What follows belongs to an exercise in optimizing a design on an open flow for small area, a short achievable clock period and few clock cycles; a production flow would make more cautious choices.
The RTL was checked by simulation tests, not by an equivalence proof against the original design.

== run A ==
## nfb_blit
module nfb_blit (
    input  wire        clk,
    input  wire        rst,           
    input  wire        start,         
    input  wire [15:0] start_len,     
    input  wire [1:0]  start_phase,   
    input  wire [3:0]  p_hue,         
    input  wire [9:0]  p_sat,         
    input  wire [9:0]  p_con,         
    input  wire [7:0]  p_bri,         
    input  wire [8:0]  p_sharp,       
    input  wire [8:0]  p_bleed,       
    input  wire        in_valid,
    input  wire [15:0] in_pix,
    output wire        in_ready,
    output reg         out_valid,
    output reg  [15:0] out_pix,
    output reg         done,
    output reg  [1:0]  phase_out,
    output reg         busy
);
For scale: about 110 I/O pins, ~91000 µm² of cells after synthesis.
==> flow/config.mk <==
export PLATFORM = sky130hd
export DESIGN_NAME = nfb_blit
export DESIGN_NICKNAME = nfb_blit
export VERILOG_FILES = /design/flow/design.v
export SDC_FILE = /design/flow/constraint.sdc
export NUM_CORES = 4
export LEC_CHECK = 0
export CAP_MARGIN = 20
export CORE_MARGIN = 2
export CORE_UTILIZATION = 55
export CTS_CLUSTER_DIAMETER = 100
export CTS_CLUSTER_SIZE = 30
export SLEW_MARGIN = 20
==> flow/constraint.sdc <==
create_clock -name core_clock -period 24.0 [get_ports {clk}]
set_input_delay 4.8000 -clock core_clock [delete_from_list [all_inputs] [get_ports {clk}]]
set_output_delay 4.8000 -clock core_clock [all_outputs]
set_load 0.01 [all_outputs]
standard.sh (not shown) runs the stock make flow with config.mk's settings and CLKGATE_MAP_FILE= SYNTH_SCRIPT=/design/flow/synth_recipe.tcl, a recipe that flattens the netlist after the stock synthesis.
==> flow/flow/run.sh <==
#!/bin/bash
# The standard layout (the standard.sh, unchanged synthesis and steps),
# with ORFS's timing repair aiming for a setup slack of SETUP_SLACK_MARGIN ns
# at the design's clock period, i.e. for a shorter achieved period. The
# clock period and constraints are the design's. make's output goes to
# flow_make.log; each ORFS step writes its own log under orfs/logs/.
set -euo pipefail
cd "$(dirname "$0")/.."
bash standard.sh SETUP_SLACK_MARGIN=18 finish > flow_make.log 2>&1
Testbench counts of run A, summed over its fixed seeds: cycles 18,824.
[inputs] run B vs run A
--- a/flow/config.mk
+++ b/flow/config.mk
@@ -8,6 +8,6 @@
 export CAP_MARGIN = 20
 export CORE_MARGIN = 2
-export CORE_UTILIZATION = 55
+export CORE_UTILIZATION = 65
 export CTS_CLUSTER_DIAMETER = 100
-export CTS_CLUSTER_SIZE = 30
+export CTS_CLUSTER_SIZE = 24
 export SLEW_MARGIN = 20
Notes after the runs:
Any difference in final routed wirelength across all metal layers between run A and run B is small enough to ignore. Relative to run A, wire length of the first global-routing pass has gone down in run B. For count of plain and timing-repair buffers, dividing the value from run B by the value from run A gives 1.06. In the metrics for run A and run B, the one carrying the higher initial antenna violation count is run B. phase_out[0] as the capturing element of the worst setup path was reported by run B, and phase_out[1] by run A.
#### Input delta (run C over run B)
--- a/flow/config.mk
+++ b/flow/config.mk
@@ -8,5 +8,5 @@
 export CAP_MARGIN = 20
 export CORE_MARGIN = 2
-export CORE_UTILIZATION = 65
+export CORE_UTILIZATION = 55
 export CTS_CLUSTER_DIAMETER = 100
 export CTS_CLUSTER_SIZE = 24
==> comparison <==
Run B ended up with phase_out[0]$_DFFE_PP_ as its launch point of the worst path; run C ended up with phase_out[1]$_DFFE_PP_. Run C reached the end of the flow, and the finished layout is clean on the timing, DRC and antenna checks. In run C, wire length on met1 is higher than in run B. Signal arrival time at the worst endpoint (run C over run B): increase, 0.02 ns. Comparing run B and run C, the lower cell count after placement is on run B. Between run C and run B, the area added between synthesis and finish figures differ only marginally. Met2 layer usage reported by global route delta for run C relative to run B: 8.6 points lower.
Changes in run D relative to run C:
--- a/flow/config.mk
+++ b/flow/config.mk
@@ -8,6 +8,4 @@
 export CAP_MARGIN = 20
 export CORE_MARGIN = 2
-export CORE_UTILIZATION = 55
-export CTS_CLUSTER_DIAMETER = 100
-export CTS_CLUSTER_SIZE = 24
+export CORE_UTILIZATION = 40
 export SLEW_MARGIN = 20
==> comparison <==
- Run D finished end to end and its layout was clean on timing, DRC and antenna.
- The final reports for run D and run C show via count higher in the former.
- The area of the multi-input gates was comparable across run C and run D.
- Taking run C as the reference, in run D critical path depth comparable; worst-case hold slack comparable; arrival time at the worst endpoint went up by 0.05 ns.
- Against run C, count of plain and timing-repair buffers in the layout in run D rose by more than 10%.
- STATUS setup slack: run D loses against run C

==> re-timing with driven ports <==
In the flow no input, the clock included, has a driving cell. The finished layouts below were timed again as built, in two steps. Step 1 assumes that a clkbuf_16 drives the clock port and a buf_2 every other input. Step 2 times the ports against the registers' clock, not the clock port: input delays grow and output delays shrink by t, the midpoint of the rising clock arrivals with the driver on. Three values: ideal ports, drivers, drivers and shift; two values: the first two.
| run | t (ns) | slack for setup (ns) | worst setup path after step 2 | clock arrival spread, ns | worst data-port slew with drivers (ns) |
|---|---|---|---|---|---|
| run A | 0.764 | 17.953 / 17.870 / 17.429 | input to register | 0.073 / 0.073 | 0.05 |
| run B | 0.770 | 17.994 / 17.914 / 17.482 | input to register | 0.055 / 0.055 | 0.16 |
| run C | 0.776 | 17.970 / 17.885 / 17.429 | input to register | 0.061 / 0.061 | 0.05 |
| run D | 0.814 | 17.917 / 17.830 / 17.349 | input to register | 0.069 / 0.069 | 0.10 |
After both steps every run listed still meets setup and hold. The setup slack of run D, which loses most, moves by -0.087 ns with the drivers and by -0.568 ns with both steps.
